Context: an optimization exercise on an open-source flow, tuned for small area, a short achievable clock period and few clock cycles per item. The choices shown serve that exercise and are no tape-out recipe. Where RTL was checked, it was by simulation tests only, not by an equivalence proof against the original. No activity file was given, so power comes from the tool's default toggle rates.

== before ==
==> flow/design.v <==
module chi_md5 (
    input  wire         clk,
    input  wire         rst,           
    input  wire         in_valid,
    output wire         in_ready,
    input  wire         in_first,
    input  wire [511:0] in_block,      
    output reg          out_valid,
    output wire [127:0] out_digest     
);
    localparam [31:0] IV_A = 32'h67452301;
    localparam [31:0] IV_B = 32'hefcdab89;
    localparam [31:0] IV_C = 32'h98badcfe;
    localparam [31:0] IV_D = 32'h10325476;
    localparam [2047:0] K_TAB = {
        32'heb86d391, 32'h2ad7d2bb, 32'hbd3af235, 32'hf7537e82,
        32'h4e0811a1, 32'ha3014314, 32'hfe2ce6e0, 32'h6fa87e4f,
        32'h85845dd1, 32'hffeff47d, 32'h8f0ccc92, 32'h655b59c3,
        32'hfc93a039, 32'hab9423a7, 32'h432aff97, 32'hf4292244,
        32'hc4ac5665, 32'h1fa27cf8, 32'he6db99e5, 32'hd9d4d039,
        32'h04881d05, 32'hd4ef3085, 32'heaa127fa, 32'h289b7ec6,
        32'hbebfbc70, 32'hf6bb4b60, 32'h4bdecfa9, 32'ha4beea44,
        32'hfde5380c, 32'h6d9d6122, 32'h8771f681, 32'hfffa3942,
        32'h8d2a4c8a, 32'h676f02d9, 32'hfcefa3f8, 32'ha9e3e905,
        32'h455a14ed, 32'hf4d50d87, 32'hc33707d6, 32'h21e1cde6,
        32'he7d3fbc8, 32'hd8a1e681, 32'h02441453, 32'hd62f105d,
        32'he9b6c7aa, 32'h265e5a51, 32'hc040b340, 32'hf61e2562,
        32'h49b40821, 32'ha679438e, 32'hfd987193, 32'h6b901122,
        32'h895cd7be, 32'hffff5bb1, 32'h8b44f7af, 32'h698098d8,
        32'hfd469501, 32'ha8304613, 32'h4787c62a, 32'hf57c0faf,
        32'hc1bdceee, 32'h242070db, 32'he8c7b756, 32'hd76aa478
    };
    localparam [31:0] RI_TAB = 32'h56e801bf;
    localparam [255:0] G_TAB = 256'h92b4d6f81a3c5e702fc9630da741eb85c72d83e94fa50b61fedcba9876543210;
    reg  [31:0] b, c, d;           
    reg  [31:0] fu, fv;            
    reg  [31:0] q0, q1, q2, q3;    
    reg  [31:0] t;                 
    reg  [31:0] mw;                
    reg  [5:0]  cnt;               
    reg  [1:0]  ri;                
    reg  [1:0]  rv;                
    reg         run;               
    reg         fin;               
    reg         pend;              
    reg         fst;               
    reg         fcur;              
    reg         ivc;               
    assign out_digest = {q1, q2, q3, q0};
    assign in_ready   = run && (cnt == 6'd62);   
    wire start = pend && !run;                   
    wire [5:0] cnt_nx = run ? ((cnt == 6'd0) ? 6'd0 : cnt + 6'd1) : (start ? 6'd1 : cnt);
    reg  [15:0] gh;                                
    wire        gx = run && (cnt != 6'd0);
    wire [15:0] gsel = ({16{gx}} & gh) | {14'd0, !run && start, !gx && !(!run && start)};
    reg  [31:0] mw_nx;
    integer j;
    always @(*) begin
        mw_nx = 32'd0;
        for (j = 0; j < 16; j = j + 1)
            mw_nx = mw_nx | (in_block[32*j +: 32] & {32{gsel[j]}});
    end
    wire [5:0] cnt_nx1 = cnt_nx + 6'd1;
    wire [31:0] kval  = K_TAB[{cnt, 5'b00000} +: 32];
    wire [31:0] asrc  = run ? d : (fst ? IV_A : (fin ? q1 : q0));
    wire [31:0] t_nx  = asrc + kval + mw;
    wire [31:0] f   = (b & fu) | (~b & fv);
    wire [31:0] sum = f + t;
    reg  [31:0] r1, r2;
    always @(*) begin
        case (ri)
            2'd0:    r1 = {sum[27:0], sum[31:28]};
            2'd1:    r1 = {sum[26:0], sum[31:27]};
            2'd2:    r1 = {sum[25:0], sum[31:26]};
            default: r1 = {sum[24:0], sum[31:25]};
        endcase
        case (rv)
            2'd0:    r2 = r1;
            2'd1:    r2 = {r1[26:0], r1[31:27]};
            2'd2:    r2 = {r1[21:0], r1[31:22]};
            default: r2 = {r1[15:0], r1[31:16]};
        endcase
    end
    wire [31:0] x = b + r2;
    wire        tail = fin || (run && (cnt == 6'd62 || cnt == 6'd63 || cnt == 6'd0));
    reg  [31:0] ivw;
    always @(*) begin
        casez ({fin, cnt[1:0]})
            3'b010:  ivw = IV_A;    
            3'b011:  ivw = IV_D;    
            3'b0??:  ivw = IV_C;    
            default: ivw = IV_B;    
        endcase
    end
    wire [31:0] hop  = fcur ? ivw : q0;
    wire [31:0] hsum = hop + b;
    wire        ld_iv = start && fst;
    wire [31:0] b_nx  = run ? x : (ld_iv ? IV_B : (fin ? hsum : q3));
    wire [31:0] c_nx  = run ? b : (ld_iv ? IV_C : (fin ? q3 : c));
    wire [31:0] d_nx  = run ? c : (ld_iv ? IV_D : (fin ? q2 : d));
    reg  [31:0] fu_nx, fv_nx;
    always @(*) begin
        case (cnt[5:4])
            2'd0:    begin fu_nx = c_nx;            fv_nx = d_nx;            end   
            2'd1:    begin fu_nx = c_nx | d_nx;     fv_nx = c_nx & ~d_nx;    end   
            2'd2:    begin fu_nx = ~(c_nx ^ d_nx);  fv_nx = c_nx ^ d_nx;     end   
            default: begin fu_nx = ~c_nx;           fv_nx = ~(c_nx ^ d_nx);  end   
        endcase
    end
    always @(posedge clk) begin
        ri   <= RI_TAB[{cnt[5:4], cnt[1:0], 1'b0} +: 2];
        rv   <= cnt[1:0];
        t    <= t_nx;
        cnt  <= rst ? 6'd0 : cnt_nx;
        mw   <= mw_nx;
        gh   <= 16'd1 << G_TAB[{cnt_nx1, 2'b00} +: 4];
        c    <= c_nx;
        d    <= d_nx;
        fu   <= fu_nx;
        fv   <= fv_nx;
        if (tail) begin
            q0 <= q1;  q1 <= q2;  q2 <= q3;  q3 <= hsum;
        end
        b    <= b_nx;
        if (rst) begin
            run       <= 1'b0;
            fin       <= 1'b0;
            pend      <= 1'b0;
            out_valid <= 1'b0;
            ivc       <= 1'b1;
        end else begin
            out_valid <= fin;
            fin       <= run && (cnt == 6'd0);
            if (run) begin
                if (cnt == 6'd0) run <= 1'b0;
            end else if (start) begin
                run  <= 1'b1;
                pend <= 1'b0;
                fcur <= fst;
            end
            if (in_valid && !pend && (run ? (cnt == 6'd0) : !start)) begin
                pend <= 1'b1;
                fst  <= in_first || ivc;
                ivc  <= 1'b0;
            end
        end
    end
endmodule
Settings: LEC_CHECK=0, ABC_AREA=1, CAP_MARGIN=20, CORE_MARGIN=2, CORE_UTILIZATION=40, SLEW_MARGIN=20, TNS_END_PERCENT=5; clock period 13.0 ns.
standard.sh (not shown) runs the stock make flow with config.mk's settings and CLKGATE_MAP_FILE= SYNTH_SCRIPT=/design/flow/synth_recipe.tcl, a recipe that flattens the netlist after the stock synthesis.
==> flow/flow/run.sh <==
#!/bin/bash
set -euo pipefail
export BUFFER_PORTS_ARGS="-buffer_cell sky130_fd_sc_hd__buf_1"
export SETUP_SLACK_MARGIN=9
bash standard.sh > standard.log 2>&1
before: all stages complete, timing, DRC and antenna checks passed
## Diff of input files: after against before
--- a/flow/design.v
+++ b/flow/design.v
@@ -35,22 +35,28 @@
     reg  [31:0] b, c, d;           
     reg  [31:0] fu, fv;            
     reg  [31:0] q0, q1, q2, q3;    
     reg  [31:0] t;                 
     reg  [31:0] mw;                
+    reg  [31:0] kv;                
     reg  [5:0]  cnt;               
     reg  [1:0]  ri;                
     reg  [1:0]  rv;                
     reg         run;               
+    reg         rdy;               
     reg         fin;               
     reg         pend;              
     reg         fst;               
     reg         fcur;              
+    reg  [3:0]  ivs;               
     reg         ivc;               
     assign out_digest = {q1, q2, q3, q0};
-    assign in_ready   = run && (cnt == 6'd62);   
+    assign in_ready   = rdy;                     
     wire start = pend && !run;                   
+    wire run_nx  = !rst && (run ? (cnt != 6'd0) : start);
+    wire fin_nx  = !rst && run && (cnt == 6'd0);
+    wire fcur_nx = (!run && start) ? fst : fcur;
     wire [5:0] cnt_nx = run ? ((cnt == 6'd0) ? 6'd0 : cnt + 6'd1) : (start ? 6'd1 : cnt);
     reg  [15:0] gh;                                
     wire        gx = run && (cnt != 6'd0);
     wire [15:0] gsel = ({16{gx}} & gh) | {14'd0, !run && start, !gx && !(!run && start)};
     reg  [31:0] mw_nx;
@@ -59,13 +65,12 @@
         mw_nx = 32'd0;
         for (j = 0; j < 16; j = j + 1)
             mw_nx = mw_nx | (in_block[32*j +: 32] & {32{gsel[j]}});
     end
     wire [5:0] cnt_nx1 = cnt_nx + 6'd1;
-    wire [31:0] kval  = K_TAB[{cnt, 5'b00000} +: 32];
     wire [31:0] asrc  = run ? d : (fst ? IV_A : (fin ? q1 : q0));
-    wire [31:0] t_nx  = asrc + kval + mw;
+    wire [31:0] t_nx  = asrc + kv + mw;
     wire [31:0] f   = (b & fu) | (~b & fv);
     wire [31:0] sum = f + t;
     reg  [31:0] r1, r2;
     always @(*) begin
         case (ri)
@@ -81,19 +86,12 @@
             default: r2 = {r1[15:0], r1[31:16]};
         endcase
     end
     wire [31:0] x = b + r2;
     wire        tail = fin || (run && (cnt == 6'd62 || cnt == 6'd63 || cnt == 6'd0));
-    reg  [31:0] ivw;
-    always @(*) begin
-        casez ({fin, cnt[1:0]})
-            3'b010:  ivw = IV_A;    
-            3'b011:  ivw = IV_D;    
-            3'b0??:  ivw = IV_C;    
-            default: ivw = IV_B;    
-        endcase
-    end
+    wire [31:0] ivw  = ({32{ivs[0]}} & IV_A) | ({32{ivs[1]}} & IV_D)
+                     | ({32{ivs[2]}} & IV_C) | ({32{ivs[3]}} & IV_B);
     wire [31:0] hop  = fcur ? ivw : q0;
     wire [31:0] hsum = hop + b;
     wire        ld_iv = start && fst;
     wire [31:0] b_nx  = run ? x : (ld_iv ? IV_B : (fin ? hsum : q3));
     wire [31:0] c_nx  = run ? b : (ld_iv ? IV_C : (fin ? q3 : c));
@@ -111,10 +109,12 @@
         ri   <= RI_TAB[{cnt[5:4], cnt[1:0], 1'b0} +: 2];
         rv   <= cnt[1:0];
         t    <= t_nx;
         cnt  <= rst ? 6'd0 : cnt_nx;
         mw   <= mw_nx;
+        kv   <= K_TAB[{cnt_nx, 5'b00000} +: 32];
+        ivs  <= {4{fcur_nx}} & {fin_nx, run_nx && (cnt_nx == 6'd0), run_nx && (cnt_nx == 6'd63), run_nx && (cnt_nx == 6'd62)};
         gh   <= 16'd1 << G_TAB[{cnt_nx1, 2'b00} +: 4];
         c    <= c_nx;
         d    <= d_nx;
         fu   <= fu_nx;
         fv   <= fv_nx;
@@ -125,13 +125,15 @@
         if (rst) begin
             run       <= 1'b0;
             fin       <= 1'b0;
             pend      <= 1'b0;
             out_valid <= 1'b0;
+            rdy       <= 1'b0;
             ivc       <= 1'b1;
         end else begin
             out_valid <= fin;
+            rdy       <= run && (cnt == 6'd61);
             fin       <= run && (cnt == 6'd0);
             if (run) begin
                 if (cnt == 6'd0) run <= 1'b0;
             end else if (start) begin
                 run  <= 1'b1;
==> comparison <==
- Going from before to after, critical path depth went down, via total after detailed routing went down, area of all placed cells without fillers went down.
- Higher non-clock buffer count was reported by before, not after.
- Post-DP HPWL on after is ahead of before.
- Delta (after minus before): clock network power share saw an increase; post-synthesis adder-cell area fraction saw a decrease.
- after: done, clean on timing, DRC and antenna
Testbench counts of after, summed over its fixed seeds: cycles 219,066, blocks 3,370.
No functional check of the RTL was part of before.

[separate check: timing with driven ports]
The results above use ideal ports. As a check the final layouts listed here were re-extracted and re-timed, cells and wires unchanged.
Step 1 assumes that a clkbuf_16 drives the clock port and a buf_2 every other input.
Step 2 moves the port delays by t, midway between the first and last clock arrival at a register: inputs arrive t later, outputs are due t later. That takes back most of the time a late clock gives input paths.
Three values: ideal ports, drivers, drivers and shift; two values: the first two.
| run | t, ns | setup WS [ns] | worst register clock-pin slew, ns |
|---|---|---|---|
| before | 0.672 | 7.945 / 7.945 / 7.945 | 0.07 / 0.07 |
| after | 0.677 | 8.114 / 8.114 / 7.756 | 0.07 / 0.07 |
After both steps setup and hold are still met in every run listed. For after, which loses most, drivers alone change the setup slack by 0.000 ns; drivers and shift together by -0.358 ns.
